Source: an optimization exercise on an open RTL-to-GDS flow (aim: small area, a short achievable clock period and few clock cycles). Production flows keep margins and buffers that such runs may drop. The RTL was checked by simulation tests, not by an equivalence proof against the original design.

## flow/design.v (module list and top-level ports; edited modules follow where they fit)
// module lz4crc: 819 lines
module lz4crc (
    input  wire        clk,
    input  wire        rst,             
    input  wire        cmd_valid,
    output wire        cmd_ready,
    input  wire [7:0]  cmd_op,
    input  wire [31:0] cmd_src,
    input  wire [31:0] cmd_len,
    input  wire [31:0] cmd_dst,
    input  wire [31:0] cmd_cap,
    output reg         done,
    output reg  [7:0]  status,
    output reg  [31:0] result,
    output wire        mem_req,
    output wire        mem_we,
    output wire [29:0] mem_addr,
    output wire [3:0]  mem_wstrb,
    output wire [31:0] mem_wdata,
    input  wire        mem_gnt,
    input  wire        mem_rvalid,
    input  wire [31:0] mem_rdata
);
  // ...
==> flow/run.sh <==
#!/bin/bash
# synth_recipe.tcl (not shown) runs the flow's synth.tcl, then flattens the netlist and writes it again
# the make line also repeats each setting of config.mk as NAME=value (left out here)
make -C /OpenROAD-flow-scripts/flow DESIGN_CONFIG=/design/flow/config.mk WORK_HOME=/design/flow/orfs CLKGATE_MAP_FILE= SYNTH_SCRIPT=/design/flow/synth_recipe.tcl finish
==> flow/config.mk <==
export PLATFORM = sky130hd
export DESIGN_NAME = lz4crc
export DESIGN_NICKNAME = lz4crc
export VERILOG_FILES = /design/flow/design.v
export SDC_FILE = /design/flow/constraint.sdc
export NUM_CORES = 4
export LEC_CHECK = 0
export CAP_MARGIN = 20
export CORE_MARGIN = 2
export CORE_UTILIZATION = 40
export SETUP_SLACK_MARGIN = 2.25
export SLEW_MARGIN = 20
==> flow/constraint.sdc <==
create_clock -name core_clock -period 8.0 [get_ports {clk}]
set_input_delay 1.6000 -clock core_clock [delete_from_list [all_inputs] [get_ports {clk}]]
set_output_delay 1.6000 -clock core_clock [all_outputs]
set_load 0.01 [all_outputs]
==> impl_metrics.ini, run 1 <==
[floorplan]
coreArea_sq_um = 106900
die_y_microns = 331.9
tapCellCount = 1403

[sta]
finalSetupViolCount = 0
final.period_utilization_pct = 71.08
final-max-slew-violation-count = 0

[final_layout]
nonClockBufferCount = 492
ff_latch_area_sq_um = 12050
area_share_clock_buf_inv_pct = 3.560
max_ffs_per_register = 33

[routing]
met3_wirelength_mm = 19.75
route.layer.met1.wl_mm = 79.35
drtPass1Iterations = 6

[critical_path]
startpoint_type = flop
cp-endpoint = mem_wdata[11]

[logic_synthesis]
synth_top_family_by_area = compound AO/OA/AOI/OAI gates
postSynthRegisterBits = 419
compound_gate_portion_of_the_synthesized_area_pct = 20.86
synth-warning-count = 1

[clock_tree]
clk_slew_on_worst_s_h_paths_ns = 0.07
post-cts-setup-buffers = 72

[status]
outcome = complete, no violations

[placement]
gp_congestion = 1.026

[global_route]
maximum_number_of_pins_on_one_net_before_global_route_repair = 125
Testbench counts, summed over its fixed seeds: cycles 72,177.
==> module lz4crc, before the edit <==
module lz4crc (
    input  wire        clk,
    input  wire        rst,             
    input  wire        cmd_valid,
    output wire        cmd_ready,
    input  wire [7:0]  cmd_op,
    input  wire [31:0] cmd_src,
    input  wire [31:0] cmd_len,
    input  wire [31:0] cmd_dst,
    input  wire [31:0] cmd_cap,
    output reg         done,
    output reg  [7:0]  status,
    output reg  [31:0] result,
    output wire        mem_req,
    output wire        mem_we,
    output wire [29:0] mem_addr,
    output wire [3:0]  mem_wstrb,
    output wire [31:0] mem_wdata,
    input  wire        mem_gnt,
    input  wire        mem_rvalid,
    input  wire [31:0] mem_rdata
);
    localparam [7:0] ST_OK           = 8'h01;
    localparam [7:0] ST_SRC_OVERRUN  = 8'h20;
    localparam [7:0] ST_DST_OVERRUN  = 8'h21;
    localparam [7:0] ST_BAD_OFFSET   = 8'h22;
    localparam [7:0] ST_ILLEGAL_OP   = 8'h30;
    localparam [7:0] ST_BAD_RANGE    = 8'h31;
    localparam [7:0] ST_UNAVAILABLE  = 8'h32;
    localparam [1:0] K_ILL = 2'd0, K_CRC = 2'd1, K_COMP = 2'd2, K_DEC = 2'd3;
    localparam [3:0] S_IDLE  = 4'd0,
                     S_CHECK = 4'd1,
                     S_CRC   = 4'd2,
                     S_TOK   = 4'd3,     
                     S_LEXT  = 4'd4,     
                     S_LCHK  = 4'd5,     
                     S_LIT   = 4'd6,     
                     S_MEXT  = 4'd7,     
                     S_MCHK  = 4'd8,     
                     S_MCOPY = 4'd9,     
                     S_CHK2  = 4'd10;    
    reg [3:0]  state;
    reg [1:0]  kind;
    reg [31:0] sa;              
    reg [31:0] s_left;          
    reg [31:0] wp;              
    reg [31:0] c_left;          
    reg [31:0] opos;            
    reg [32:0] acc;             
    reg [3:0]  mnib;
    reg [15:0] offset;
    reg        se32, de32;      
    reg [29:0] rq;              
    reg [1:0]  pos;             
    reg [1:0]  nval;            
    reg [1:0]  outs;            
    reg [2:0]  disc;            
    reg [31:0] w0, w1, w2;
    reg        msrc;            
    reg        per;             
    reg        pf;              
    reg [1:0]  spos;            
    reg [1:0]  sf;              
    reg [1:0]  ph;              
    reg [1:0]  mw;              
    reg [3:0]  dh;              
    reg        az, alt4, ahi;   
    reg        snz, sone, sge4, shi;    
    function [31:0] crc_f32;
        input [31:0] x;
        begin
            crc_f32[0] = ((((x[1] ^ x[2]) ^ (x[4] ^ x[5])) ^ ((x[6] ^ x[7]) ^ (x[9] ^ (x[11] ^ x[14])))) ^ (((x[15] ^ x[16]) ^ (x[20] ^ x[23])) ^ ((x[24] ^ x[25]) ^ (x[26] ^ (x[27] ^ x[28])))));
            crc_f32[1] = ((((x[2] ^ x[3]) ^ (x[5] ^ x[6])) ^ ((x[7] ^ x[8]) ^ (x[10] ^ (x[12] ^ x[15])))) ^ (((x[16] ^ x[17]) ^ (x[21] ^ x[24])) ^ ((x[25] ^ x[26]) ^ (x[27] ^ (x[28] ^ x[29])))));
            crc_f32[2] = ((((x[3] ^ x[4]) ^ (x[6] ^ x[7])) ^ ((x[8] ^ x[9]) ^ (x[11] ^ (x[13] ^ x[16])))) ^ (((x[17] ^ x[18]) ^ (x[22] ^ x[25])) ^ ((x[26] ^ x[27]) ^ (x[28] ^ (x[29] ^ x[30])))));
            crc_f32[3] = ((((x[0] ^ x[4]) ^ (x[5] ^ x[7])) ^ ((x[8] ^ x[9]) ^ (x[10] ^ (x[12] ^ x[14])))) ^ (((x[17] ^ x[18]) ^ (x[19] ^ (x[23] ^ x[26]))) ^ ((x[27] ^ x[28]) ^ (x[29] ^ (x[30] ^ x[31])))));
            crc_f32[4] = ((((x[0] ^ x[2]) ^ (x[4] ^ x[7])) ^ ((x[8] ^ x[10]) ^ (x[13] ^ x[14]))) ^ (((x[16] ^ x[18]) ^ (x[19] ^ x[23])) ^ ((x[25] ^ x[26]) ^ (x[29] ^ (x[30] ^ x[31])))));
            crc_f32[5] = (((x[0] ^ (x[2] ^ x[3])) ^ ((x[4] ^ x[6]) ^ (x[7] ^ x[8]))) ^ (((x[16] ^ x[17]) ^ (x[19] ^ x[23])) ^ ((x[25] ^ x[28]) ^ (x[30] ^ x[31]))));
            crc_f32[6] = ((((x[2] ^ x[3]) ^ (x[6] ^ x[8])) ^ ((x[11] ^ x[14]) ^ (x[15] ^ x[16]))) ^ (((x[17] ^ x[18]) ^ (x[23] ^ x[25])) ^ ((x[27] ^ x[28]) ^ (x[29] ^ x[31]))));
            crc_f32[7] = ((((x[0] ^ x[1]) ^ (x[2] ^ x[3])) ^ ((x[5] ^ x[6]) ^ (x[11] ^ (x[12] ^ x[14])))) ^ (((x[17] ^ x[18]) ^ (x[19] ^ x[20])) ^ ((x[23] ^ x[25]) ^ (x[27] ^ (x[29] ^ x[30])))));
            crc_f32[8] = ((((x[1] ^ x[2]) ^ (x[3] ^ x[4])) ^ ((x[6] ^ x[7]) ^ (x[12] ^ (x[13] ^ x[15])))) ^ (((x[18] ^ x[19]) ^ (x[20] ^ x[21])) ^ ((x[24] ^ x[26]) ^ (x[28] ^ (x[30] ^ x[31])))));
            crc_f32[9] = ((((x[0] ^ x[1]) ^ (x[3] ^ x[6])) ^ ((x[8] ^ x[9]) ^ (x[11] ^ (x[13] ^ x[15])))) ^ (((x[19] ^ x[21]) ^ (x[22] ^ x[23])) ^ ((x[24] ^ x[26]) ^ (x[28] ^ (x[29] ^ x[31])))));
            crc_f32[10] = (((x[5] ^ x[6]) ^ (x[10] ^ (x[11] ^ x[12]))) ^ ((x[15] ^ (x[22] ^ x[26])) ^ (x[28] ^ (x[29] ^ x[30]))));
            crc_f32[11] = (((x[0] ^ (x[6] ^ x[7])) ^ (x[11] ^ (x[12] ^ x[13]))) ^ ((x[16] ^ (x[23] ^ x[27])) ^ (x[29] ^ (x[30] ^ x[31]))));
            crc_f32[12] = ((((x[2] ^ x[4]) ^ (x[5] ^ x[6])) ^ ((x[8] ^ x[9]) ^ (x[11] ^ (x[12] ^ x[13])))) ^ (((x[15] ^ x[16]) ^ (x[17] ^ (x[20] ^ x[23]))) ^ ((x[25] ^ x[26]) ^ (x[27] ^ (x[30] ^ x[31])))));
            crc_f32[13] = ((((x[0] ^ x[1]) ^ (x[2] ^ x[3])) ^ ((x[4] ^ x[10]) ^ (x[11] ^ x[12]))) ^ (((x[13] ^ x[15]) ^ (x[17] ^ x[18])) ^ ((x[20] ^ x[21]) ^ (x[23] ^ (x[25] ^ x[31])))));
            crc_f32[14] = ((((x[3] ^ x[6]) ^ (x[7] ^ x[9])) ^ ((x[12] ^ x[13]) ^ (x[15] ^ x[18]))) ^ (((x[19] ^ x[20]) ^ (x[21] ^ x[22])) ^ ((x[23] ^ x[25]) ^ (x[27] ^ x[28]))));
            crc_f32[15] = ((((x[0] ^ x[4]) ^ (x[7] ^ x[8])) ^ ((x[10] ^ x[13]) ^ (x[14] ^ x[16]))) ^ (((x[19] ^ x[20]) ^ (x[21] ^ x[22])) ^ ((x[23] ^ x[24]) ^ (x[26] ^ (x[28] ^ x[29])))));
            crc_f32[16] = ((((x[0] ^ x[1]) ^ (x[5] ^ x[8])) ^ ((x[9] ^ x[11]) ^ (x[14] ^ (x[15] ^ x[17])))) ^ (((x[20] ^ x[21]) ^ (x[22] ^ x[23])) ^ ((x[24] ^ x[25]) ^ (x[27] ^ (x[29] ^ x[30])))));
            crc_f32[17] = ((((x[1] ^ x[2]) ^ (x[6] ^ x[9])) ^ ((x[10] ^ x[12]) ^ (x[15] ^ (x[16] ^ x[18])))) ^ (((x[21] ^ x[22]) ^ (x[23] ^ x[24])) ^ ((x[25] ^ x[26]) ^ (x[28] ^ (x[30] ^ x[31])))));
            crc_f32[18] = ((((x[0] ^ x[1]) ^ (x[3] ^ x[4])) ^ ((x[5] ^ x[6]) ^ (x[9] ^ (x[10] ^ x[13])))) ^ (((x[14] ^ x[15]) ^ (x[17] ^ x[19])) ^ ((x[20] ^ x[22]) ^ (x[28] ^ (x[29] ^ x[31])))));
            crc_f32[19] = (((x[9] ^ x[10]) ^ (x[18] ^ (x[21] ^ x[24]))) ^ ((x[25] ^ (x[26] ^ x[27])) ^ (x[28] ^ (x[29] ^ x[30]))));
            crc_f32[20] = (((x[10] ^ x[11]) ^ (x[19] ^ (x[22] ^ x[25]))) ^ ((x[26] ^ (x[27] ^ x[28])) ^ (x[29] ^ (x[30] ^ x[31]))));
            crc_f32[21] = ((((x[1] ^ x[2]) ^ (x[4] ^ x[5])) ^ ((x[6] ^ x[7]) ^ (x[9] ^ x[12]))) ^ (((x[14] ^ x[15]) ^ (x[16] ^ x[24])) ^ ((x[25] ^ x[29]) ^ (x[30] ^ x[31]))));
            crc_f32[22] = ((((x[0] ^ x[1]) ^ (x[3] ^ x[4])) ^ ((x[8] ^ x[9]) ^ (x[10] ^ (x[11] ^ x[13])))) ^ (((x[14] ^ x[17]) ^ (x[20] ^ x[23])) ^ ((x[24] ^ x[27]) ^ (x[28] ^ (x[30] ^ x[31])))));
            crc_f32[23] = (((x[6] ^ (x[7] ^ x[10])) ^ (x[12] ^ (x[16] ^ x[18]))) ^ ((x[20] ^ (x[21] ^ x[23])) ^ ((x[26] ^ x[27]) ^ (x[29] ^ x[31]))));
            crc_f32[24] = ((((x[0] ^ x[1]) ^ (x[2] ^ (x[4] ^ x[5]))) ^ ((x[6] ^ x[8]) ^ (x[9] ^ (x[13] ^ x[14])))) ^ (((x[15] ^ x[16]) ^ (x[17] ^ (x[19] ^ x[20]))) ^ ((x[21] ^ (x[22] ^ x[23])) ^ (x[25] ^ (x[26] ^ x[30])))));
            crc_f32[25] = ((((x[1] ^ x[2]) ^ (x[3] ^ (x[5] ^ x[6]))) ^ ((x[7] ^ x[9]) ^ (x[10] ^ (x[14] ^ x[15])))) ^ (((x[16] ^ x[17]) ^ (x[18] ^ (x[20] ^ x[21]))) ^ ((x[22] ^ (x[23] ^ x[24])) ^ (x[26] ^ (x[27] ^ x[31])))));
            crc_f32[26] = (((x[0] ^ (x[1] ^ x[3])) ^ ((x[5] ^ x[8]) ^ (x[9] ^ x[10]))) ^ (((x[14] ^ x[17]) ^ (x[18] ^ x[19])) ^ ((x[20] ^ x[21]) ^ (x[22] ^ x[26]))));
            crc_f32[27] = ((((x[0] ^ x[1]) ^ (x[2] ^ x[4])) ^ ((x[6] ^ x[9]) ^ (x[10] ^ x[11]))) ^ (((x[15] ^ x[18]) ^ (x[19] ^ x[20])) ^ ((x[21] ^ x[22]) ^ (x[23] ^ x[27]))));
            crc_f32[28] = ((((x[0] ^ x[1]) ^ (x[2] ^ x[3])) ^ ((x[5] ^ x[7]) ^ (x[10] ^ x[11]))) ^ (((x[12] ^ x[16]) ^ (x[19] ^ x[20])) ^ ((x[21] ^ x[22]) ^ (x[23] ^ (x[24] ^ x[28])))));
            crc_f32[29] = ((((x[1] ^ x[2]) ^ (x[3] ^ x[4])) ^ ((x[6] ^ x[8]) ^ (x[11] ^ x[12]))) ^ (((x[13] ^ x[17]) ^ (x[20] ^ x[21])) ^ ((x[22] ^ x[23]) ^ (x[24] ^ (x[25] ^ x[29])))));
            crc_f32[30] = ((((x[0] ^ x[2]) ^ (x[3] ^ x[4])) ^ ((x[5] ^ x[7]) ^ (x[9] ^ (x[12] ^ x[13])))) ^ (((x[14] ^ x[18]) ^ (x[21] ^ x[22])) ^ ((x[23] ^ x[24]) ^ (x[25] ^ (x[26] ^ x[30])))));
            crc_f32[31] = ((((x[0] ^ x[1]) ^ (x[3] ^ x[4])) ^ ((x[5] ^ x[6]) ^ (x[8] ^ (x[10] ^ x[13])))) ^ (((x[14] ^ x[15]) ^ (x[19] ^ (x[22] ^ x[23]))) ^ ((x[24] ^ x[25]) ^ (x[26] ^ (x[27] ^ x[31])))));
        end
    endfunction
    function [1:0] per_rel;
        input [1:0] j;
        input [2:0] off;
        input [1:0] ph;
        input [1:0] wl;
        case ({j, off, ph, wl})
            {2'd0, 3'd2, 2'd1, 2'd0}: per_rel = 2'd1;
            {2'd0, 3'd2, 2'd3, 2'd0}: per_rel = 2'd1;
            {2'd0, 3'd3, 2'd1, 2'd0}: per_rel = 2'd1;
            {2'd0, 3'd3, 2'd2, 2'd0}: per_rel = 2'd2;
            {2'd0, 3'd4, 2'd1, 2'd0}: per_rel = 2'd1;
            {2'd0, 3'd4, 2'd2, 2'd0}: per_rel = 2'd2;
            {2'd0, 3'd4, 2'd3, 2'd0}: per_rel = 2'd3;
            {2'd1, 3'd2, 2'd0, 2'd0}: per_rel = 2'd1;
            {2'd1, 3'd2, 2'd1, 2'd1}: per_rel = 2'd1;
            {2'd1, 3'd2, 2'd2, 2'd0}: per_rel = 2'd1;
            {2'd1, 3'd2, 2'd3, 2'd1}: per_rel = 2'd1;
            {2'd1, 3'd3, 2'd0, 2'd0}: per_rel = 2'd1;
            {2'd1, 3'd3, 2'd1, 2'd0}: per_rel = 2'd2;
            {2'd1, 3'd3, 2'd1, 2'd1}: per_rel = 2'd1;
            {2'd1, 3'd3, 2'd2, 2'd1}: per_rel = 2'd2;
            {2'd1, 3'd3, 2'd3, 2'd0}: per_rel = 2'd1;
            {2'd1, 3'd4, 2'd0, 2'd0}: per_rel = 2'd1;
            {2'd1, 3'd4, 2'd1, 2'd0}: per_rel = 2'd2;
            {2'd1, 3'd4, 2'd1, 2'd1}: per_rel = 2'd1;
            {2'd1, 3'd4, 2'd2, 2'd0}: per_rel = 2'd3;
            {2'd1, 3'd4, 2'd2, 2'd1}: per_rel = 2'd2;
            {2'd1, 3'd4, 2'd3, 2'd1}: per_rel = 2'd3;
            {2'd2, 3'd2, 2'd0, 2'd1}: per_rel = 2'd1;
            {2'd2, 3'd2, 2'd1, 2'd0}: per_rel = 2'd1;
            {2'd2, 3'd2, 2'd1, 2'd2}: per_rel = 2'd1;
            {2'd2, 3'd2, 2'd2, 2'd1}: per_rel = 2'd1;
            {2'd2, 3'd2, 2'd3, 2'd0}: per_rel = 2'd1;
            {2'd2, 3'd2, 2'd3, 2'd2}: per_rel = 2'd1;
            {2'd2, 3'd3, 2'd0, 2'd0}: per_rel = 2'd2;
            {2'd2, 3'd3, 2'd0, 2'd1}: per_rel = 2'd1;
            {2'd2, 3'd3, 2'd1, 2'd1}: per_rel = 2'd2;
            {2'd2, 3'd3, 2'd1, 2'd2}: per_rel = 2'd1;
            {2'd2, 3'd3, 2'd2, 2'd0}: per_rel = 2'd1;
            {2'd2, 3'd3, 2'd2, 2'd2}: per_rel = 2'd2;
            {2'd2, 3'd3, 2'd3, 2'd0}: per_rel = 2'd2;
            {2'd2, 3'd3, 2'd3, 2'd1}: per_rel = 2'd1;
            {2'd2, 3'd4, 2'd0, 2'd0}: per_rel = 2'd2;
            {2'd2, 3'd4, 2'd0, 2'd1}: per_rel = 2'd1;
            {2'd2, 3'd4, 2'd1, 2'd0}: per_rel = 2'd3;
            {2'd2, 3'd4, 2'd1, 2'd1}: per_rel = 2'd2;
            {2'd2, 3'd4, 2'd1, 2'd2}: per_rel = 2'd1;
            {2'd2, 3'd4, 2'd2, 2'd1}: per_rel = 2'd3;
            {2'd2, 3'd4, 2'd2, 2'd2}: per_rel = 2'd2;
            {2'd2, 3'd4, 2'd3, 2'd0}: per_rel = 2'd1;
            {2'd2, 3'd4, 2'd3, 2'd2}: per_rel = 2'd3;
            {2'd3, 3'd2, 2'd0, 2'd0}: per_rel = 2'd1;
            {2'd3, 3'd2, 2'd0, 2'd2}: per_rel = 2'd1;
            {2'd3, 3'd2, 2'd1, 2'd1}: per_rel = 2'd1;
            {2'd3, 3'd2, 2'd1, 2'd3}: per_rel = 2'd1;
            {2'd3, 3'd2, 2'd2, 2'd0}: per_rel = 2'd1;
            {2'd3, 3'd2, 2'd2, 2'd2}: per_rel = 2'd1;
            {2'd3, 3'd2, 2'd3, 2'd1}: per_rel = 2'd1;
            {2'd3, 3'd2, 2'd3, 2'd3}: per_rel = 2'd1;
            {2'd3, 3'd3, 2'd0, 2'd1}: per_rel = 2'd2;
            {2'd3, 3'd3, 2'd0, 2'd2}: per_rel = 2'd1;
            {2'd3, 3'd3, 2'd1, 2'd0}: per_rel = 2'd1;
            {2'd3, 3'd3, 2'd1, 2'd2}: per_rel = 2'd2;
            {2'd3, 3'd3, 2'd1, 2'd3}: per_rel = 2'd1;
            {2'd3, 3'd3, 2'd2, 2'd0}: per_rel = 2'd2;
            {2'd3, 3'd3, 2'd2, 2'd1}: per_rel = 2'd1;
            {2'd3, 3'd3, 2'd2, 2'd3}: per_rel = 2'd2;
            {2'd3, 3'd3, 2'd3, 2'd1}: per_rel = 2'd2;
            {2'd3, 3'd3, 2'd3, 2'd2}: per_rel = 2'd1;
            {2'd3, 3'd4, 2'd0, 2'd0}: per_rel = 2'd3;
            {2'd3, 3'd4, 2'd0, 2'd1}: per_rel = 2'd2;
            {2'd3, 3'd4, 2'd0, 2'd2}: per_rel = 2'd1;
            {2'd3, 3'd4, 2'd1, 2'd1}: per_rel = 2'd3;
            {2'd3, 3'd4, 2'd1, 2'd2}: per_rel = 2'd2;
            {2'd3, 3'd4, 2'd1, 2'd3}: per_rel = 2'd1;
            {2'd3, 3'd4, 2'd2, 2'd0}: per_rel = 2'd1;
            {2'd3, 3'd4, 2'd2, 2'd2}: per_rel = 2'd3;
            {2'd3, 3'd4, 2'd2, 2'd3}: per_rel = 2'd2;
            {2'd3, 3'd4, 2'd3, 2'd0}: per_rel = 2'd2;
            {2'd3, 3'd4, 2'd3, 2'd1}: per_rel = 2'd1;
            {2'd3, 3'd4, 2'd3, 2'd3}: per_rel = 2'd3;
            default: per_rel = 2'd0;
        endcase
    endfunction
    wire [1:0] wl      = wp[1:0];
    wire       st_lit  = (state == S_LIT);
    wire       st_copy = st_lit || (state == S_MCOPY);
    wire       acc_nz  = !az;
    wire       st_off  = st_lit && !acc_nz;             
    wire       st_ext  = (state == S_LEXT) || (state == S_MEXT);
    wire       st_hdr1 = (state == S_TOK) || st_ext;    
    wire       use_per = (state == S_MCOPY) && per;
    wire [1:0] xl      = wl;
    wire [2:0] off3    = offset[2:0];
    wire [63:0] wb = {w1, w0};
    wire [31:0] y  = wb[8*pos +: 32];
    reg  [31:0] xw;
    integer j;
    reg [2:0] d, rel;
    always @(*) begin
        for (j = 0; j < 4; j = j + 1) begin
            d = j[2:0] - {1'b0, xl};
            rel = use_per ? {1'b0, per_rel(j[1:0], off3, ph, xl)} : d;
            xw[8*j +: 8] = y[8*rel[1:0] +: 8];
        end
    end
    wire [2:0] room    = 3'd4 - {1'b0, wl};
    wire       acc_lo8 = (acc[32:3] == 30'd0);
    wire [2:0] acc_d3  = acc[2:0] - ncopy;
    wire       acc_lt4 = alt4;
    wire [2:0] ncopy   = (acc_lt4 && ({1'b0, acc[1:0]} < room)) ? {1'b0, acc[1:0]} : room;
    wire       s_ge4   = sge4;
    wire       s_nz    = snz;
    wire       s_one   = sone;
    wire [3:0] have    = {nval, 2'b00};                 
    wire [2:0] nhdr    = st_off ? 3'd2 : (state == S_CRC) ? (s_ge4 ? 3'd4 : 3'd1) : 3'd1;
    wire [2:0] nwr     = use_per ? off3 : ncopy;
    wire [2:0] nhdr_c  = (st_copy && acc_nz) ? ncopy : nhdr;    
    wire [2:0] nneed   = st_copy && acc_nz ? nwr : nhdr;
    function fits4;
        input [1:0] p;
        input [2:0] n;
        case (p)
            2'd0: fits4 = 1'b1;
            2'd1: fits4 = (n <= 3'd3);
            2'd2: fits4 = (n <= 3'd2);
            default: fits4 = (n <= 3'd1);
        endcase
    endfunction
    function fits3;
        input [1:0] p;
        input [2:0] n;
        case (p)
            2'd0: fits3 = (n <= 3'd3);
            2'd1: fits3 = (n <= 3'd2);
            2'd2: fits3 = (n <= 3'd1);
            default: fits3 = (n == 3'd0);
        endcase
    endfunction
    wire       have_ok = nval[1] || (nval[0] && fits4(pos, nneed));
    wire wr_rdy  = st_copy && acc_nz && have_ok;
    wire hdr_rdy = (st_hdr1 || (state == S_CRC) || (st_off && !s_one)) && s_nz && have_ok;
    function gt_thr;
        input [3:0] v;
        input [1:0] nv;
        input [1:0] no;
        input [1:0] p;
        input [1:0] e;
        case ({nv, no, p, e})
            {2'd0, 2'd0, 2'd0, 2'd0}: gt_thr = (v > 4'd0);
            {2'd0, 2'd0, 2'd0, 2'd1}: gt_thr = 1'b1;
            {2'd0, 2'd0, 2'd0, 2'd2}: gt_thr = 1'b1;
            {2'd0, 2'd0, 2'd0, 2'd3}: gt_thr = 1'b1;
            {2'd0, 2'd0, 2'd1, 2'd0}: gt_thr = 1'b1;
            {2'd0, 2'd0, 2'd1, 2'd1}: gt_thr = 1'b1;
            {2'd0, 2'd0, 2'd1, 2'd2}: gt_thr = 1'b1;
            {2'd0, 2'd0, 2'd1, 2'd3}: gt_thr = 1'b1;
            {2'd0, 2'd0, 2'd2, 2'd0}: gt_thr = 1'b1;
            {2'd0, 2'd0, 2'd2, 2'd1}: gt_thr = 1'b1;
            {2'd0, 2'd0, 2'd2, 2'd2}: gt_thr = 1'b1;
            {2'd0, 2'd0, 2'd2, 2'd3}: gt_thr = 1'b1;
            {2'd0, 2'd0, 2'd3, 2'd0}: gt_thr = 1'b1;
            {2'd0, 2'd0, 2'd3, 2'd1}: gt_thr = 1'b1;
            {2'd0, 2'd0, 2'd3, 2'd2}: gt_thr = 1'b1;
            {2'd0, 2'd0, 2'd3, 2'd3}: gt_thr = 1'b1;
            {2'd0, 2'd1, 2'd0, 2'd0}: gt_thr = (v > 4'd4);
            {2'd0, 2'd1, 2'd0, 2'd1}: gt_thr = (v > 4'd3);
            {2'd0, 2'd1, 2'd0, 2'd2}: gt_thr = (v > 4'd2);
            {2'd0, 2'd1, 2'd0, 2'd3}: gt_thr = (v > 4'd1);
            {2'd0, 2'd1, 2'd1, 2'd0}: gt_thr = (v > 4'd3);
            {2'd0, 2'd1, 2'd1, 2'd1}: gt_thr = (v > 4'd2);
            {2'd0, 2'd1, 2'd1, 2'd2}: gt_thr = (v > 4'd1);
            {2'd0, 2'd1, 2'd1, 2'd3}: gt_thr = (v > 4'd0);
            {2'd0, 2'd1, 2'd2, 2'd0}: gt_thr = (v > 4'd2);
            {2'd0, 2'd1, 2'd2, 2'd1}: gt_thr = (v > 4'd1);
            {2'd0, 2'd1, 2'd2, 2'd2}: gt_thr = (v > 4'd0);
            {2'd0, 2'd1, 2'd2, 2'd3}: gt_thr = 1'b1;
            {2'd0, 2'd1, 2'd3, 2'd0}: gt_thr = (v > 4'd1);
            {2'd0, 2'd1, 2'd3, 2'd1}: gt_thr = (v > 4'd0);
            {2'd0, 2'd1, 2'd3, 2'd2}: gt_thr = 1'b1;
            {2'd0, 2'd1, 2'd3, 2'd3}: gt_thr = 1'b1;
            {2'd0, 2'd2, 2'd0, 2'd0}: gt_thr = (v > 4'd8);
            {2'd0, 2'd2, 2'd0, 2'd1}: gt_thr = (v > 4'd7);
            {2'd0, 2'd2, 2'd0, 2'd2}: gt_thr = (v > 4'd6);
            {2'd0, 2'd2, 2'd0, 2'd3}: gt_thr = (v > 4'd5);
            {2'd0, 2'd2, 2'd1, 2'd0}: gt_thr = (v > 4'd7);
            {2'd0, 2'd2, 2'd1, 2'd1}: gt_thr = (v > 4'd6);
            {2'd0, 2'd2, 2'd1, 2'd2}: gt_thr = (v > 4'd5);
            {2'd0, 2'd2, 2'd1, 2'd3}: gt_thr = (v > 4'd4);
            {2'd0, 2'd2, 2'd2, 2'd0}: gt_thr = (v > 4'd6);
            {2'd0, 2'd2, 2'd2, 2'd1}: gt_thr = (v > 4'd5);
            {2'd0, 2'd2, 2'd2, 2'd2}: gt_thr = (v > 4'd4);
            {2'd0, 2'd2, 2'd2, 2'd3}: gt_thr = (v > 4'd3);
            {2'd0, 2'd2, 2'd3, 2'd0}: gt_thr = (v > 4'd5);
            {2'd0, 2'd2, 2'd3, 2'd1}: gt_thr = (v > 4'd4);
            {2'd0, 2'd2, 2'd3, 2'd2}: gt_thr = (v > 4'd3);
            {2'd0, 2'd2, 2'd3, 2'd3}: gt_thr = (v > 4'd2);
            {2'd0, 2'd3, 2'd0, 2'd0}: gt_thr = (v > 4'd12);
            {2'd0, 2'd3, 2'd0, 2'd1}: gt_thr = (v > 4'd11);
            {2'd0, 2'd3, 2'd0, 2'd2}: gt_thr = (v > 4'd10);
            {2'd0, 2'd3, 2'd0, 2'd3}: gt_thr = (v > 4'd9);
            {2'd0, 2'd3, 2'd1, 2'd0}: gt_thr = (v > 4'd11);
            {2'd0, 2'd3, 2'd1, 2'd1}: gt_thr = (v > 4'd10);
            {2'd0, 2'd3, 2'd1, 2'd2}: gt_thr = (v > 4'd9);
            {2'd0, 2'd3, 2'd1, 2'd3}: gt_thr = (v > 4'd8);
            {2'd0, 2'd3, 2'd2, 2'd0}: gt_thr = (v > 4'd10);
            {2'd0, 2'd3, 2'd2, 2'd1}: gt_thr = (v > 4'd9);
            {2'd0, 2'd3, 2'd2, 2'd2}: gt_thr = (v > 4'd8);
            {2'd0, 2'd3, 2'd2, 2'd3}: gt_thr = (v > 4'd7);
            {2'd0, 2'd3, 2'd3, 2'd0}: gt_thr = (v > 4'd9);
            {2'd0, 2'd3, 2'd3, 2'd1}: gt_thr = (v > 4'd8);
            {2'd0, 2'd3, 2'd3, 2'd2}: gt_thr = (v > 4'd7);
            {2'd0, 2'd3, 2'd3, 2'd3}: gt_thr = (v > 4'd6);
            {2'd1, 2'd0, 2'd0, 2'd0}: gt_thr = (v > 4'd4);
            {2'd1, 2'd0, 2'd0, 2'd1}: gt_thr = (v > 4'd3);
            {2'd1, 2'd0, 2'd0, 2'd2}: gt_thr = (v > 4'd2);
            {2'd1, 2'd0, 2'd0, 2'd3}: gt_thr = (v > 4'd1);
            {2'd1, 2'd0, 2'd1, 2'd0}: gt_thr = (v > 4'd3);
            {2'd1, 2'd0, 2'd1, 2'd1}: gt_thr = (v > 4'd2);
            {2'd1, 2'd0, 2'd1, 2'd2}: gt_thr = (v > 4'd1);
            {2'd1, 2'd0, 2'd1, 2'd3}: gt_thr = (v > 4'd0);
            {2'd1, 2'd0, 2'd2, 2'd0}: gt_thr = (v > 4'd2);
            {2'd1, 2'd0, 2'd2, 2'd1}: gt_thr = (v > 4'd1);
            {2'd1, 2'd0, 2'd2, 2'd2}: gt_thr = (v > 4'd0);
            {2'd1, 2'd0, 2'd2, 2'd3}: gt_thr = 1'b1;
            {2'd1, 2'd0, 2'd3, 2'd0}: gt_thr = (v > 4'd1);
            {2'd1, 2'd0, 2'd3, 2'd1}: gt_thr = (v > 4'd0);
            {2'd1, 2'd0, 2'd3, 2'd2}: gt_thr = 1'b1;
            {2'd1, 2'd0, 2'd3, 2'd3}: gt_thr = 1'b1;
            {2'd1, 2'd1, 2'd0, 2'd0}: gt_thr = (v > 4'd8);
            {2'd1, 2'd1, 2'd0, 2'd1}: gt_thr = (v > 4'd7);
            {2'd1, 2'd1, 2'd0, 2'd2}: gt_thr = (v > 4'd6);
            {2'd1, 2'd1, 2'd0, 2'd3}: gt_thr = (v > 4'd5);
            {2'd1, 2'd1, 2'd1, 2'd0}: gt_thr = (v > 4'd7);
            {2'd1, 2'd1, 2'd1, 2'd1}: gt_thr = (v > 4'd6);
            {2'd1, 2'd1, 2'd1, 2'd2}: gt_thr = (v > 4'd5);
            {2'd1, 2'd1, 2'd1, 2'd3}: gt_thr = (v > 4'd4);
            {2'd1, 2'd1, 2'd2, 2'd0}: gt_thr = (v > 4'd6);
            {2'd1, 2'd1, 2'd2, 2'd1}: gt_thr = (v > 4'd5);
            {2'd1, 2'd1, 2'd2, 2'd2}: gt_thr = (v > 4'd4);
            {2'd1, 2'd1, 2'd2, 2'd3}: gt_thr = (v > 4'd3);
            {2'd1, 2'd1, 2'd3, 2'd0}: gt_thr = (v > 4'd5);
            {2'd1, 2'd1, 2'd3, 2'd1}: gt_thr = (v > 4'd4);
            {2'd1, 2'd1, 2'd3, 2'd2}: gt_thr = (v > 4'd3);
            {2'd1, 2'd1, 2'd3, 2'd3}: gt_thr = (v > 4'd2);
            {2'd1, 2'd2, 2'd0, 2'd0}: gt_thr = (v > 4'd12);
            {2'd1, 2'd2, 2'd0, 2'd1}: gt_thr = (v > 4'd11);
            {2'd1, 2'd2, 2'd0, 2'd2}: gt_thr = (v > 4'd10);
            {2'd1, 2'd2, 2'd0, 2'd3}: gt_thr = (v > 4'd9);
            {2'd1, 2'd2, 2'd1, 2'd0}: gt_thr = (v > 4'd11);
            {2'd1, 2'd2, 2'd1, 2'd1}: gt_thr = (v > 4'd10);
            {2'd1, 2'd2, 2'd1, 2'd2}: gt_thr = (v > 4'd9);
            {2'd1, 2'd2, 2'd1, 2'd3}: gt_thr = (v > 4'd8);
            {2'd1, 2'd2, 2'd2, 2'd0}: gt_thr = (v > 4'd10);
            {2'd1, 2'd2, 2'd2, 2'd1}: gt_thr = (v > 4'd9);
            {2'd1, 2'd2, 2'd2, 2'd2}: gt_thr = (v > 4'd8);
            {2'd1, 2'd2, 2'd2, 2'd3}: gt_thr = (v > 4'd7);
            {2'd1, 2'd2, 2'd3, 2'd0}: gt_thr = (v > 4'd9);
            {2'd1, 2'd2, 2'd3, 2'd1}: gt_thr = (v > 4'd8);
            {2'd1, 2'd2, 2'd3, 2'd2}: gt_thr = (v > 4'd7);
            {2'd1, 2'd2, 2'd3, 2'd3}: gt_thr = (v > 4'd6);
            {2'd1, 2'd3, 2'd0, 2'd0}: gt_thr = 1'b0;
            {2'd1, 2'd3, 2'd0, 2'd1}: gt_thr = 1'b0;
            {2'd1, 2'd3, 2'd0, 2'd2}: gt_thr = (v > 4'd14);
            {2'd1, 2'd3, 2'd0, 2'd3}: gt_thr = (v > 4'd13);
            {2'd1, 2'd3, 2'd1, 2'd0}: gt_thr = 1'b0;
            {2'd1, 2'd3, 2'd1, 2'd1}: gt_thr = (v > 4'd14);
            {2'd1, 2'd3, 2'd1, 2'd2}: gt_thr = (v > 4'd13);
            {2'd1, 2'd3, 2'd1, 2'd3}: gt_thr = (v > 4'd12);
            {2'd1, 2'd3, 2'd2, 2'd0}: gt_thr = (v > 4'd14);
            {2'd1, 2'd3, 2'd2, 2'd1}: gt_thr = (v > 4'd13);
            {2'd1, 2'd3, 2'd2, 2'd2}: gt_thr = (v > 4'd12);
            {2'd1, 2'd3, 2'd2, 2'd3}: gt_thr = (v > 4'd11);
            {2'd1, 2'd3, 2'd3, 2'd0}: gt_thr = (v > 4'd13);
            {2'd1, 2'd3, 2'd3, 2'd1}: gt_thr = (v > 4'd12);
            {2'd1, 2'd3, 2'd3, 2'd2}: gt_thr = (v > 4'd11);
            {2'd1, 2'd3, 2'd3, 2'd3}: gt_thr = (v > 4'd10);
            {2'd2, 2'd0, 2'd0, 2'd0}: gt_thr = (v > 4'd8);
            {2'd2, 2'd0, 2'd0, 2'd1}: gt_thr = (v > 4'd7);
            {2'd2, 2'd0, 2'd0, 2'd2}: gt_thr = (v > 4'd6);
            {2'd2, 2'd0, 2'd0, 2'd3}: gt_thr = (v > 4'd5);
            {2'd2, 2'd0, 2'd1, 2'd0}: gt_thr = (v > 4'd7);
            {2'd2, 2'd0, 2'd1, 2'd1}: gt_thr = (v > 4'd6);
            {2'd2, 2'd0, 2'd1, 2'd2}: gt_thr = (v > 4'd5);
            {2'd2, 2'd0, 2'd1, 2'd3}: gt_thr = (v > 4'd4);
            {2'd2, 2'd0, 2'd2, 2'd0}: gt_thr = (v > 4'd6);
            {2'd2, 2'd0, 2'd2, 2'd1}: gt_thr = (v > 4'd5);
            {2'd2, 2'd0, 2'd2, 2'd2}: gt_thr = (v > 4'd4);
            {2'd2, 2'd0, 2'd2, 2'd3}: gt_thr = (v > 4'd3);
            {2'd2, 2'd0, 2'd3, 2'd0}: gt_thr = (v > 4'd5);
            {2'd2, 2'd0, 2'd3, 2'd1}: gt_thr = (v > 4'd4);
            {2'd2, 2'd0, 2'd3, 2'd2}: gt_thr = (v > 4'd3);
            {2'd2, 2'd0, 2'd3, 2'd3}: gt_thr = (v > 4'd2);
            {2'd2, 2'd1, 2'd0, 2'd0}: gt_thr = (v > 4'd12);
            {2'd2, 2'd1, 2'd0, 2'd1}: gt_thr = (v > 4'd11);
            {2'd2, 2'd1, 2'd0, 2'd2}: gt_thr = (v > 4'd10);
            {2'd2, 2'd1, 2'd0, 2'd3}: gt_thr = (v > 4'd9);
            {2'd2, 2'd1, 2'd1, 2'd0}: gt_thr = (v > 4'd11);
            {2'd2, 2'd1, 2'd1, 2'd1}: gt_thr = (v > 4'd10);
            {2'd2, 2'd1, 2'd1, 2'd2}: gt_thr = (v > 4'd9);
            {2'd2, 2'd1, 2'd1, 2'd3}: gt_thr = (v > 4'd8);
            {2'd2, 2'd1, 2'd2, 2'd0}: gt_thr = (v > 4'd10);
            {2'd2, 2'd1, 2'd2, 2'd1}: gt_thr = (v > 4'd9);
            {2'd2, 2'd1, 2'd2, 2'd2}: gt_thr = (v > 4'd8);
            {2'd2, 2'd1, 2'd2, 2'd3}: gt_thr = (v > 4'd7);
            {2'd2, 2'd1, 2'd3, 2'd0}: gt_thr = (v > 4'd9);
            {2'd2, 2'd1, 2'd3, 2'd1}: gt_thr = (v > 4'd8);
            {2'd2, 2'd1, 2'd3, 2'd2}: gt_thr = (v > 4'd7);
            {2'd2, 2'd1, 2'd3, 2'd3}: gt_thr = (v > 4'd6);
            {2'd2, 2'd2, 2'd0, 2'd0}: gt_thr = 1'b0;
            {2'd2, 2'd2, 2'd0, 2'd1}: gt_thr = 1'b0;
            {2'd2, 2'd2, 2'd0, 2'd2}: gt_thr = (v > 4'd14);
            {2'd2, 2'd2, 2'd0, 2'd3}: gt_thr = (v > 4'd13);
            {2'd2, 2'd2, 2'd1, 2'd0}: gt_thr = 1'b0;
            {2'd2, 2'd2, 2'd1, 2'd1}: gt_thr = (v > 4'd14);
            {2'd2, 2'd2, 2'd1, 2'd2}: gt_thr = (v > 4'd13);
            {2'd2, 2'd2, 2'd1, 2'd3}: gt_thr = (v > 4'd12);
            {2'd2, 2'd2, 2'd2, 2'd0}: gt_thr = (v > 4'd14);
            {2'd2, 2'd2, 2'd2, 2'd1}: gt_thr = (v > 4'd13);
            {2'd2, 2'd2, 2'd2, 2'd2}: gt_thr = (v > 4'd12);
            {2'd2, 2'd2, 2'd2, 2'd3}: gt_thr = (v > 4'd11);
            {2'd2, 2'd2, 2'd3, 2'd0}: gt_thr = (v > 4'd13);
            {2'd2, 2'd2, 2'd3, 2'd1}: gt_thr = (v > 4'd12);
            {2'd2, 2'd2, 2'd3, 2'd2}: gt_thr = (v > 4'd11);
            {2'd2, 2'd2, 2'd3, 2'd3}: gt_thr = (v > 4'd10);
            {2'd2, 2'd3, 2'd0, 2'd0}: gt_thr = 1'b0;
            {2'd2, 2'd3, 2'd0, 2'd1}: gt_thr = 1'b0;
            {2'd2, 2'd3, 2'd0, 2'd2}: gt_thr = 1'b0;
            {2'd2, 2'd3, 2'd0, 2'd3}: gt_thr = 1'b0;
            {2'd2, 2'd3, 2'd1, 2'd0}: gt_thr = 1'b0;
            {2'd2, 2'd3, 2'd1, 2'd1}: gt_thr = 1'b0;
            {2'd2, 2'd3, 2'd1, 2'd2}: gt_thr = 1'b0;
            {2'd2, 2'd3, 2'd1, 2'd3}: gt_thr = 1'b0;
            {2'd2, 2'd3, 2'd2, 2'd0}: gt_thr = 1'b0;
            {2'd2, 2'd3, 2'd2, 2'd1}: gt_thr = 1'b0;
            {2'd2, 2'd3, 2'd2, 2'd2}: gt_thr = 1'b0;
            {2'd2, 2'd3, 2'd2, 2'd3}: gt_thr = 1'b0;
            {2'd2, 2'd3, 2'd3, 2'd0}: gt_thr = 1'b0;
            {2'd2, 2'd3, 2'd3, 2'd1}: gt_thr = 1'b0;
            {2'd2, 2'd3, 2'd3, 2'd2}: gt_thr = 1'b0;
            {2'd2, 2'd3, 2'd3, 2'd3}: gt_thr = (v > 4'd14);
            {2'd3, 2'd0, 2'd0, 2'd0}: gt_thr = (v > 4'd12);
            {2'd3, 2'd0, 2'd0, 2'd1}: gt_thr = (v > 4'd11);
            {2'd3, 2'd0, 2'd0, 2'd2}: gt_thr = (v > 4'd10);
            {2'd3, 2'd0, 2'd0, 2'd3}: gt_thr = (v > 4'd9);
            {2'd3, 2'd0, 2'd1, 2'd0}: gt_thr = (v > 4'd11);
            {2'd3, 2'd0, 2'd1, 2'd1}: gt_thr = (v > 4'd10);
            {2'd3, 2'd0, 2'd1, 2'd2}: gt_thr = (v > 4'd9);
            {2'd3, 2'd0, 2'd1, 2'd3}: gt_thr = (v > 4'd8);
            {2'd3, 2'd0, 2'd2, 2'd0}: gt_thr = (v > 4'd10);
            {2'd3, 2'd0, 2'd2, 2'd1}: gt_thr = (v > 4'd9);
            {2'd3, 2'd0, 2'd2, 2'd2}: gt_thr = (v > 4'd8);
            {2'd3, 2'd0, 2'd2, 2'd3}: gt_thr = (v > 4'd7);
            {2'd3, 2'd0, 2'd3, 2'd0}: gt_thr = (v > 4'd9);
            {2'd3, 2'd0, 2'd3, 2'd1}: gt_thr = (v > 4'd8);
            {2'd3, 2'd0, 2'd3, 2'd2}: gt_thr = (v > 4'd7);
            {2'd3, 2'd0, 2'd3, 2'd3}: gt_thr = (v > 4'd6);
            {2'd3, 2'd1, 2'd0, 2'd0}: gt_thr = 1'b0;
            {2'd3, 2'd1, 2'd0, 2'd1}: gt_thr = 1'b0;
            {2'd3, 2'd1, 2'd0, 2'd2}: gt_thr = (v > 4'd14);
            {2'd3, 2'd1, 2'd0, 2'd3}: gt_thr = (v > 4'd13);
            {2'd3, 2'd1, 2'd1, 2'd0}: gt_thr = 1'b0;
            {2'd3, 2'd1, 2'd1, 2'd1}: gt_thr = (v > 4'd14);
            {2'd3, 2'd1, 2'd1, 2'd2}: gt_thr = (v > 4'd13);
            {2'd3, 2'd1, 2'd1, 2'd3}: gt_thr = (v > 4'd12);
            {2'd3, 2'd1, 2'd2, 2'd0}: gt_thr = (v > 4'd14);
            {2'd3, 2'd1, 2'd2, 2'd1}: gt_thr = (v > 4'd13);
            {2'd3, 2'd1, 2'd2, 2'd2}: gt_thr = (v > 4'd12);
            {2'd3, 2'd1, 2'd2, 2'd3}: gt_thr = (v > 4'd11);
            {2'd3, 2'd1, 2'd3, 2'd0}: gt_thr = (v > 4'd13);
            {2'd3, 2'd1, 2'd3, 2'd1}: gt_thr = (v > 4'd12);
            {2'd3, 2'd1, 2'd3, 2'd2}: gt_thr = (v > 4'd11);
            {2'd3, 2'd1, 2'd3, 2'd3}: gt_thr = (v > 4'd10);
            {2'd3, 2'd2, 2'd0, 2'd0}: gt_thr = 1'b0;
            {2'd3, 2'd2, 2'd0, 2'd1}: gt_thr = 1'b0;
            {2'd3, 2'd2, 2'd0, 2'd2}: gt_thr = 1'b0;
            {2'd3, 2'd2, 2'd0, 2'd3}: gt_thr = 1'b0;
            {2'd3, 2'd2, 2'd1, 2'd0}: gt_thr = 1'b0;
            {2'd3, 2'd2, 2'd1, 2'd1}: gt_thr = 1'b0;
            {2'd3, 2'd2, 2'd1, 2'd2}: gt_thr = 1'b0;
            {2'd3, 2'd2, 2'd1, 2'd3}: gt_thr = 1'b0;
            {2'd3, 2'd2, 2'd2, 2'd0}: gt_thr = 1'b0;
            {2'd3, 2'd2, 2'd2, 2'd1}: gt_thr = 1'b0;
            {2'd3, 2'd2, 2'd2, 2'd2}: gt_thr = 1'b0;
            {2'd3, 2'd2, 2'd2, 2'd3}: gt_thr = 1'b0;
            {2'd3, 2'd2, 2'd3, 2'd0}: gt_thr = 1'b0;
            {2'd3, 2'd2, 2'd3, 2'd1}: gt_thr = 1'b0;
            {2'd3, 2'd2, 2'd3, 2'd2}: gt_thr = 1'b0;
            {2'd3, 2'd2, 2'd3, 2'd3}: gt_thr = (v > 4'd14);
            {2'd3, 2'd3, 2'd0, 2'd0}: gt_thr = 1'b0;
            {2'd3, 2'd3, 2'd0, 2'd1}: gt_thr = 1'b0;
            {2'd3, 2'd3, 2'd0, 2'd2}: gt_thr = 1'b0;
            {2'd3, 2'd3, 2'd0, 2'd3}: gt_thr = 1'b0;
            {2'd3, 2'd3, 2'd1, 2'd0}: gt_thr = 1'b0;
            {2'd3, 2'd3, 2'd1, 2'd1}: gt_thr = 1'b0;
            {2'd3, 2'd3, 2'd1, 2'd2}: gt_thr = 1'b0;
            {2'd3, 2'd3, 2'd1, 2'd3}: gt_thr = 1'b0;
            {2'd3, 2'd3, 2'd2, 2'd0}: gt_thr = 1'b0;
            {2'd3, 2'd3, 2'd2, 2'd1}: gt_thr = 1'b0;
            {2'd3, 2'd3, 2'd2, 2'd2}: gt_thr = 1'b0;
            {2'd3, 2'd3, 2'd2, 2'd3}: gt_thr = 1'b0;
            {2'd3, 2'd3, 2'd3, 2'd0}: gt_thr = 1'b0;
            {2'd3, 2'd3, 2'd3, 2'd1}: gt_thr = 1'b0;
            {2'd3, 2'd3, 2'd3, 2'd2}: gt_thr = 1'b0;
            {2'd3, 2'd3, 2'd3, 2'd3}: gt_thr = 1'b0;
            default: gt_thr = 1'b0;
        endcase
    endfunction
    wire       s_more = s_nz && (shi || gt_thr(s_left[3:0], nval, outs, pos, 2'd0));
    wire       a_more = ahi || gt_thr(acc[3:0], nval, outs, pos, msrc ? 2'd0 : 2'd2);
    wire       h_more = gt_thr(4'd0, nval, outs, pos, 2'd1);
    wire       w_room = (nval == 2'd0) ? (outs != 2'd3) : (nval == 2'd1) ? !outs[1] : (nval == 2'd2) ? (outs == 2'd0) : 1'b0;
    reg        lim_ok;
    always @(*) begin
        case (state)
            S_LIT:   lim_ok = a_more;       
            S_MEXT:  lim_ok = h_more;
            S_MCHK:  lim_ok = 1'b0;
            default: lim_ok = 1'b1;
        endcase
    end
    wire       rd_act = (state != S_IDLE) && (state != S_CHECK) && (state != S_CHK2);
    wire       pf_ok  = s_nz && (shi || gt_thr(s_left[3:0], sf, 2'd0, spos, 2'd0));
    wire       rd_ok  = msrc ? (per ? (mw != 2'd0) : pf ? pf_ok : ((dh != 4'd0) && a_more)) : (s_more && lim_ok);
    wire       w_full3 = (nval == 2'd3) ? (outs == 2'd0) : (nval == 2'd2) ? (outs == 2'd1) :
                         (nval == 2'd1) ? (outs == 2'd2) : (outs == 2'd3);
    wire       h_shift = hdr_rdy && !fits3(pos, nhdr);
    wire       rd_rdy = rd_act && !wr_rdy && (w_room || (w_full3 && h_shift)) && !disc[2] && rd_ok;
    assign mem_req   = wr_rdy || rd_rdy;
    assign mem_we    = wr_rdy;
    assign mem_addr  = wr_rdy ? wp[31:2] : rq;
    wire [29:0] addr_inc = mem_addr + 30'd1;
    wire [2:0]  wl_n     = {1'b0, wl} + ncopy;
    wire        wp_c     = wl_n[2];
    wire [3:0] lanes_n = (ncopy == 3'd1) ? 4'b0001 : (ncopy == 3'd2) ? 4'b0011 :
                         (ncopy == 3'd3) ? 4'b0111 : 4'b1111;
    assign mem_wstrb = wr_rdy ? (lanes_n << wl) : 4'b0000;
    assign mem_wdata = xw;
    assign cmd_ready = (state == S_IDLE);
    wire wr_go = wr_rdy && mem_gnt;
    wire rd_go = rd_rdy && mem_gnt;
    wire       cons   = hdr_rdy || (wr_go && !use_per);
    wire [2:0] ncons  = nhdr_c;
    wire [2:0] posn   = {1'b0, pos} + ncons;
    wire       xdrop  = (state == S_MCOPY) && !acc_nz && pf && (pos != 2'd0);
    wire       shift  = (cons && !fits3(pos, ncons)) || xdrop;
    wire       load   = mem_rvalid && (disc == 3'd0);
    wire       fwd    = wr_go && msrc && !per && !pf && (dh == 4'd0) && (wl == 2'd0) &&
                        (ncopy == 3'd4) && (outs == 2'd0) && a_more && (nv_s != 2'd3);
    wire       wld    = load || fwd;
    wire [31:0] wdat  = fwd ? xw : mem_rdata;
    wire       drop   = mem_rvalid && (disc != 3'd0);
    wire [1:0] nv_s   = nval - {1'b0, shift};
    wire [1:0] outs_n = outs + {1'b0, rd_go} - {1'b0, load};
    wire [2:0] disc_d = disc - {2'b0, drop};
    wire [2:0] disc_n = disc_d + {1'b0, outs_n};
    wire [7:0] hb = y[7:0];    
    wire        chk      = (state == S_CHECK);
    wire        mchk     = (state == S_MCHK);
    wire [15:0] offv     = st_off ? y[15:0] : offset;
    wire        mchk2    = mchk || st_off;
    wire [31:0] sas_a    = mchk2 ? wp : sa;
    wire [31:0] sas_b    = mchk2 ? {16'd0, offv} : s_left;
    wire [32:0] sas      = chk ? ({1'b0, sas_a} + {1'b0, sas_b}) : ({1'b0, sas_a} - {1'b0, sas_b});
    wire        st_tok   = (state == S_TOK);
    wire [31:0] lopnd    = st_tok ? {28'd0, hb[7:4]} : st_off ? {27'd0, {1'b0, mnib} + 5'd4} : acc[31:0];
    wire [32:0] opa      = {1'b0, opos} + {1'b0, lopnd};            
    wire [32:0] cla      = {1'b0, c_left} - {1'b0, lopnd};
    wire        tok_gt_s = !shi && (s_left[3:0] <= hb[7:4]);
    wire        tok_gt_c = (c_left[31:4] == 28'd0) && (c_left[3:0] < hb[7:4]);
    wire        acc_gt_c = acc[32] || cla[32];
    wire        acc_gt_s = acc[32] || (acc[31:0] > s_left);
    wire [31:0] sln      = s_left - {29'd0, nhdr_c};
    wire        src_wrap = se32 && (sa != 32'd0);
    wire        dst_wrap = de32 && (opos != 32'd0);
    wire        overlap  = (s_left != 32'd0) && (c_left != 32'd0) &&
                           ({1'b0, rq, pos} < {de32, opos}) && ({1'b0, wp} < {se32, sa});
    wire [32:0] acc_sum  = {1'b0, acc[31:0]} + (st_copy ? {30'h3FFFFFFF, ~ncopy + 3'd1} : {25'd0, hb});
    wire [31:0] mstart   = sas[31:0];
    wire [6:0]  dh0      = ({1'b0, offv[5:0]} + 7'd3 - {5'd0, wl}) >> 2;      
    wire [1:0]  ms_lo    = wl - offv[1:0];                                      
    wire        bad_off  = (offv == 16'd0) || (opos[31:16] == 16'd0 && offv > opos[15:0]);
    wire        crc_tail = !s_ge4;
    wire [31:0] crc_in   = crc_tail ? {c_left[7:0] ^ hb, 24'd0} : (c_left ^ y);
    wire [31:0] crc_nx   = crc_f32(crc_in) ^ (crc_tail ? {8'd0, c_left[31:8]} : 32'd0);
    always @(posedge clk) begin
        if (rst) begin
            state  <= S_IDLE;
            done   <= 1'b0;
            status <= 8'h00;
            result <= 32'd0;
            nval   <= 2'd0;
            outs   <= 2'd0;
            disc   <= 3'd0;
            msrc   <= 1'b0;
            per    <= 1'b0;
            pf     <= 1'b0;
        end else begin
            done <= 1'b0;
            if (cons) pos <= posn[1:0];
            if (shift) begin
                w0 <= w1;
                w1 <= w2;
            end
            if (wld) begin
                if ((nval == 2'd0) || (nval == 2'd1 && shift)) w0 <= wdat;
                if ((nval == 2'd1 && !shift) || (nval == 2'd2 && shift)) w1 <= wdat;
                if ((nval == 2'd2 && !shift) || (nval == 2'd3 && shift)) w2 <= wdat;
            end
            nval <= nv_s + {1'b0, wld};
            outs <= outs_n;
            disc <= disc_d;
            if (rd_go || fwd) rq <= addr_inc;
            if (rd_go && pf) sf <= sf + 2'd1;
            if (rd_go && msrc) begin
                mw <= mw - 2'd1;
                dh <= dh - 4'd1;
            end
            if (wr_go) begin
                wp  <= {wp_c ? addr_inc : wp[31:2], wl_n[1:0]};
                acc  <= acc_sum;
                az   <= acc_lo8 && (acc[2:0] <= room);
                alt4 <= acc_lo8 && !acc_d3[2];
                ahi  <= (acc[32:5] != 28'd0) || (acc[4] && (acc[3:0] >= {1'b0, ncopy}));
                if (({1'b0, wl} + ncopy) == 3'd4 && dh != 4'd15 && !fwd) dh <= dh + 4'd1;
                if (use_per)
                    case (off3)
                        3'd1: ph <= 2'd0;
                        3'd2: ph <= {1'b0, ph[0] ^ ncopy[0]};
                        3'd3: ph <= (({1'b0, ph} + ncopy) >= 3'd6) ? ({1'b0, ph} + ncopy - 3'd6) :
                                    (({1'b0, ph} + ncopy) >= 3'd3) ? ({1'b0, ph} + ncopy - 3'd3) :
                                    ({1'b0, ph} + ncopy);
                        default: ph <= ph + ncopy[1:0];
                    endcase
            end
            if (cons && state != S_MCOPY)
                set_sl(sln);
            case (state)
                S_IDLE: begin
                    if (cmd_valid) begin
                        kind   <= (cmd_op >= 8'h01 && cmd_op <= 8'h04) ? K_CRC :
                                  (cmd_op == 8'h10) ? K_COMP : (cmd_op == 8'h11) ? K_DEC : K_ILL;
                        sa     <= cmd_src;
                        set_sl(cmd_len);
                        wp     <= cmd_dst;
                        opos   <= cmd_dst;
                        set_acc({1'b0, cmd_cap});
                        state  <= S_CHECK;
                    end
                end
                S_CHECK: begin
                    sa     <= sas[31:0];
                    se32   <= sas[32];
                    opos   <= opa[31:0];
                    de32   <= opa[32];
                    c_left <= acc[31:0];
                    rq     <= sa[31:2];
                    pos    <= sa[1:0];
                    state  <= S_CHK2;
                end
                S_CHK2: begin
                    nval   <= 2'd0;
                    msrc   <= 1'b0;
                    per    <= 1'b0;
                    opos   <= 32'd0;
                    if (kind == K_CRC) c_left <= 32'hFFFFFFFF;
                    case (kind)
                        K_CRC: begin
                            if (src_wrap) finish(ST_BAD_RANGE, 32'd0);
                            else          state <= S_CRC;
                        end
                        K_COMP: finish(ST_UNAVAILABLE, 32'd0);
                        K_DEC: begin
                            if (src_wrap || dst_wrap || overlap) finish(ST_BAD_RANGE, 32'd0);
                            else                                  state <= S_TOK;
                        end
                        default: finish(ST_ILLEGAL_OP, 32'd0);
                    endcase
                end
                S_CRC: begin
                    if (!s_nz) finish(ST_OK, ~c_left);
                    else if (hdr_rdy) c_left <= crc_nx;
                end
                S_TOK: begin
                    if (!s_nz) finish(ST_SRC_OVERRUN, 32'd0);
                    else if (hdr_rdy) begin
                        mnib  <= hb[3:0];
                        set_acc({29'd0, hb[7:4]});
                        if (hb[7:4] == 4'hF) state <= S_LEXT;
                        else begin
                            c_left <= cla[31:0];
                            opos   <= opa[31:0];
                            if (tok_gt_s)      finish(ST_SRC_OVERRUN, 32'd0);
                            else if (tok_gt_c) finish(ST_DST_OVERRUN, 32'd0);
                            else               state <= S_LIT;
                        end
                    end
                end
                S_LEXT, S_MEXT: begin
                    if (!s_nz) finish(ST_SRC_OVERRUN, 32'd0);
                    else if (hdr_rdy) begin
                        acc <= {acc[32] | acc_sum[32], acc_sum[31:0]};    
                        if (hb != 8'hFF) state <= (state == S_LEXT) ? S_LCHK : S_MCHK;
                    end
                end
                S_LCHK: begin
                    az   <= (acc == 33'd0);
                    alt4 <= (acc[32:2] == 31'd0);
                    ahi  <= (acc[32:4] != 29'd0);
                    c_left <= cla[31:0];
                    opos   <= opa[31:0];
                    if (acc_gt_s)      finish(ST_SRC_OVERRUN, 32'd0);
                    else if (acc_gt_c) finish(ST_DST_OVERRUN, 32'd0);
                    else               state <= S_LIT;
                end
                S_LIT: begin
                    if (!acc_nz) begin
                        if (!s_nz)      finish(ST_OK, opos);
                        else if (s_one) finish(ST_SRC_OVERRUN, 32'd0);
                        else if (hdr_rdy) begin
                            offset <= y[15:0];
                            set_acc({29'd0, mnib} + 33'd4);
                            if (mnib == 4'hF) state <= S_MEXT;
                            else              match_start;
                        end
                    end
                end
                S_MCHK: begin
                    az   <= 1'b0;                    
                    alt4 <= 1'b0;
                    ahi  <= (acc[32:4] != 29'd0);
                    match_start;
                end
                S_MCOPY: begin
                    if (!acc_nz && pf) begin
                        pos   <= spos;
                        msrc  <= 1'b0;
                        pf    <= 1'b0;
                        state <= S_TOK;
                    end else if (acc_nz && !per && !pf && !a_more) begin
                        pf   <= 1'b1;
                        rq   <= sas[31:2];
                        spos <= sas[1:0];
                        sf   <= 2'd0;
                    end else if (!acc_nz) begin
                        rq   <= sas[31:2];
                        pos  <= sas[1:0];    
                        nval <= 2'd0;
                        outs <= 2'd0;
                        disc <= disc_n;
                        msrc <= 1'b0;
                        per  <= 1'b0;
                        state <= S_TOK;
                    end
                end
                default: state <= S_IDLE;
            endcase
        end
    end
    task match_start;
        begin
                        c_left <= cla[31:0];
                        opos   <= opa[31:0];
                        rq   <= mstart[31:2];
                        pos  <= mstart[1:0];
                        nval <= 2'd0;
                        outs <= 2'd0;
                        disc <= disc_n;
                        msrc <= 1'b1;
                        pf   <= 1'b0;
                        per  <= (offv[15:3] == 13'd0) && (offv[2:0] <= 3'd4);
                        ph   <= 2'd0;
                        mw   <= (({1'b0, ms_lo} + offv[2:0] - 3'd1) >= 3'd4) ? 2'd2 : 2'd1;
                        dh   <= (offv[15:6] != 10'd0 || dh0[4]) ? 4'd15 : dh0[3:0];
                        if (bad_off)       finish(ST_BAD_OFFSET, 32'd0);
                        else if (acc_gt_c) finish(ST_DST_OVERRUN, 32'd0);
                        else               state <= S_MCOPY;
        end
    endtask
    task set_acc;
        input [32:0] v;
        begin
            acc  <= v;
            az   <= (v == 33'd0);
            alt4 <= (v[32:2] == 31'd0);
            ahi  <= (v[32:4] != 29'd0);
        end
    endtask
    task set_sl;
        input [31:0] v;
        begin
            s_left <= v;
            snz    <= (v != 32'd0);
            sone   <= (v == 32'd1);
            sge4   <= (v[31:2] != 30'd0);
            shi    <= (v[31:4] != 28'd0);
        end
    endtask
    task finish;
        input [7:0]  code;
        input [31:0] value;
        begin
            status <= code;
            result <= value;
            done   <= 1'b1;
            state  <= S_IDLE;
            nval   <= 2'd0;
            outs   <= 2'd0;
            disc   <= disc_n;
            msrc   <= 1'b0;
            per    <= 1'b0;
        end
    endtask
endmodule
==> inputs of run 2 (changes only) <==
--- a/flow/design.v
+++ b/flow/design.v
@@ -706,3 +706,3 @@
                     else if (hdr_rdy) begin
-                        acc <= {acc[32] | acc_sum[32], acc_sum[31:0]};    
+                        set_acc({acc[32] | acc_sum[32], acc_sum[31:0]});
                         if (hb != 8'hFF) state <= (state == S_LEXT) ? S_LCHK : S_MCHK;
@@ -711,5 +711,2 @@
                 S_LCHK: begin
-                    az   <= (acc == 33'd0);
-                    alt4 <= (acc[32:2] == 31'd0);
-                    ahi  <= (acc[32:4] != 29'd0);
                     c_left <= cla[31:0];
@@ -732,8 +729,3 @@
                 end
-                S_MCHK: begin
-                    az   <= 1'b0;                    
-                    alt4 <= 1'b0;
-                    ahi  <= (acc[32:4] != 29'd0);
-                    match_start;
-                end
+                S_MCHK: match_start;
                 S_MCOPY: begin
--- a/flow/config.mk
+++ b/flow/config.mk
@@ -10,3 +10,3 @@
 export CORE_UTILIZATION = 40
-export SETUP_SLACK_MARGIN = 2.25
+export SETUP_SLACK_MARGIN = 2.0
 export SLEW_MARGIN = 20
==> impl_metrics.ini, run 2 <==
[status]
outcome = complete, no violations

[clock_tree]
cts-hold-fix-buffers = 0
clock_latency_ns = 0.68
cts_tree = yes
numCtsBuffers = 53
cts.htree.levels = 2
clock_sinks = 419
cts.path.max_buffers = 3
clk_slew_on_worst_s_h_paths_ns = 0.07
clk_root_buf = sky130_fd_sc_hd__clkbuf_16

[logic_synthesis]
postSynthRegisterBits = 419
mappedNetlistNets = 5438
yosys.area.top_type = sky130_fd_sc_hd__edfxtp_1
synthArstFlopShare_pct = 0
ys_top_cells_by_count = sky130_fd_sc_hd__nand2_1 (550), sky130_fd_sc_hd__o21ai_0 (429), sky130_fd_sc_hd__nor2_1 (372)
most_instantiated_library_cell_after_synthesis = sky130_fd_sc_hd__nand2_1
synth_sequential_area_ratio_pct = 28.36
synthesis.area_per_instance_sq_um = 8.552
synth_edf_count = 364
dominant_cells_by_area_after_synthesis = sky130_fd_sc_hd__edfxtp_1 (26%), sky130_fd_sc_hd__ha_1 (8.7%), sky130_fd_sc_hd__xnor2_1 (7.6%)
synth_flop_cell = sky130_fd_sc_hd__edfxtp_1
synth_area_sq_um = 42430
yosys.cell_types.count = 112
netlist_instances = 4961
synth-warning-count = 1
netlist.area_leader.share_pct = 25.76

[sta]
final_hold_viol_count = 0
unrepaired_setup_endpoints_after_global_routing = true
layout_min_cycle_time_ns = 6.160
final-max-slew-violation-count = 0
worst-slew-pin-transition_ns = 1.134
slew_headroom_pct = 24.37
fin_skew_ns = 0.03618
final.period_utilization_pct = 77.00
finalSetupViolCount = 0
fmax_ghz = 0.1623
setup-tns-final_ns = 0

[critical_path]
cp_data_required_time_ns = 8.40
cp_slowest_cell = sky130_fd_sc_hd__or4b_4
worst-endpoint-arrival_ns = 6.56
cpMostUsedCell = sky130_fd_sc_hd__ha_4
slowest_delay_ns = 0.54
startpoint_type = flop
worst-path-max-fanout = 4
crit_path_end_kind = flop
crit_type = flop to flop

[final_layout]
num-nets-final = 5703
post_route_cells_drive_above_1_share_pct = 11.06
most_common_cell_after_layout_fill_and_taps_aside = sky130_fd_sc_hd__nand2_1
largest_register = acc
flow.area_growth_from_synthesis_pct = 17.60
postLayoutCellArea_sq_um = 49890
max_ffs_per_register = 33
layout.cells.most_common_list = sky130_fd_sc_hd__nand2_1 (547), sky130_fd_sc_hd__o21ai_0 (409), sky130_fd_sc_hd__xnor2_1 (366)

[routing]
route.antenna.remaining_nets = 0
post_drt_wl_per_cell_microns = 27.17
viasPerCell = 6.199
detail_route.drc_violations = 0
routed_wl_mm = 181.0
route.vias.total = 41289
drt_first_iter_violations = 4874
drtPass1Iterations = 5

[global_route]
number_of_global_route_vias_before_repair = 38790
gr-total-overflow = 0
maximum_number_of_pins_on_one_net_before_global_route_repair = 82
antenna_found_initial = 5
grt_util_all_layers_pct = 31.78
wire_length_of_the_first_global_routing_pass_mm = 258.9

[run]
maxCapViolations = 0

[floorplan]
coreArea_sq_um = 105300
floorplan.rows = 119
chipWidth_microns = 329.7
fp.dieArea_sq_um = 108700
die_y_microns = 329.7
ios = 283
start_util_pct = 40.30

[placement]
buffer_ports.inserted = 282
gp_congestion = 0.9996
dpl_wire_length_mm = 137.5
placement.cell_area_sq_um = 46790

[hold_path]
worstHoldPathType = flop to flop
run 2: metrics by stage:
stage	util, %	hold slack, ns	instances	setup WS [ns]
floorplan	-	0.4994	4961	2.015
global placement	44.45	0.4435	6479	1.330
detailed placement	44.45	0.4427	6479	1.215
CTS	46.71	0.4591	6607	1.990
global route	47.39	0.4720	6660	1.678
finish	47.40	0.4522	6661	1.840
run 2: logic make-up (layout without fill, tap and decap cells):
logic type | after synthesis | in the layout | share of synthesized area [%]
xor+xnor | 515 | 515 | 11.15
buf+inv | 500 | 807 | 4.907
fa+ha+maj | 305 | 305 | 9.148
compound gates | 1394 | 1395 | 20.53
mux | 315 | 315 | 9.033
simple gates | 1513 | 1513 | 16.87
other cells | 0 | 1 | 0
flops | 419 | 419 | 28.36
run 2: layer usage:
layer  up-vias  part of all wire, %  track usage [%]
met5         -                0.015                0
met4         4                  5.8            15.57
met3       474                  9.8            5.675
met2      2272                   43            48.77
met1     19770                   41            43.08
li1      18769                    -                -
run 2: layout make-up:
type                    count  area, sq um
fillers                 10243        55370
multi-input cells        4043        28960
flip-flops and latches    419        12040
repair buffers            465         4407
well taps                1391         1740
clock buffers              79         1594
inverters                 244        943.4
clock inverters            19        206.4
diodes                      1        2.502
run 2: timing repair:
item / in CTS / in global routing
gates cloned: 2 / 5
setup endpoints to repair: 119 / 105
hold endpoints to repair: 0 / 0
setup buffers: 28 / 48
pin swaps: 20 / 14
gates resized for setup: 81 / 74
run 2: final timing paths:
| check | startpoint | end | slack (ns) | cells after the start |
|---|---|---|---|---|
| setup reg to reg | wp[0] | ahi | 1.84 | 26 |
| setup / recovery | wp[0] | ahi | 1.84 | 26 |
| hold / removal | status[6] | status[6] | 0.45 | 1 |
| hold reg to reg | status[6] | status[6] | 0.45 | 1 |
run 2: critical path, delay by kind of cell, from the launching register on:
family | cells | cell delay, ns
flip-flops | 1 | 0.40
AND/OR/NAND/NOR | 8 | 1.99
buffers and inverters | 4 | 0.38
AO/OA/AOI/OAI | 9 | 1.63
multiplexers | 1 | 0.36
adder cells (fa/ha/maj) | 4 | 1.16
Testbench counts of run 2, summed over its fixed seeds: cycles 72,177.

==> re-timing with driven ports <==
The results above use ideal ports. As a check the final layouts listed here were re-extracted and re-timed, cells and wires unchanged. Step 1, drivers: a clkbuf_16 drives clk and a buf_2 each remaining input, both assumed. Step 2 also shifts input and output timing later by t, the mid clock arrival at the registers, as if the neighbouring blocks saw the same clock. Three values: no drivers, after step 1, after step 2; two values: the first two.
| run | t, ns | setup WS [ns] |
|---|---|---|
| run 1 | 0.758 | 2.314 / 2.238 / 2.377 |
| run 2 | 0.736 | 1.840 / 1.840 / 1.840 |
After both steps every run listed still meets setup and hold.
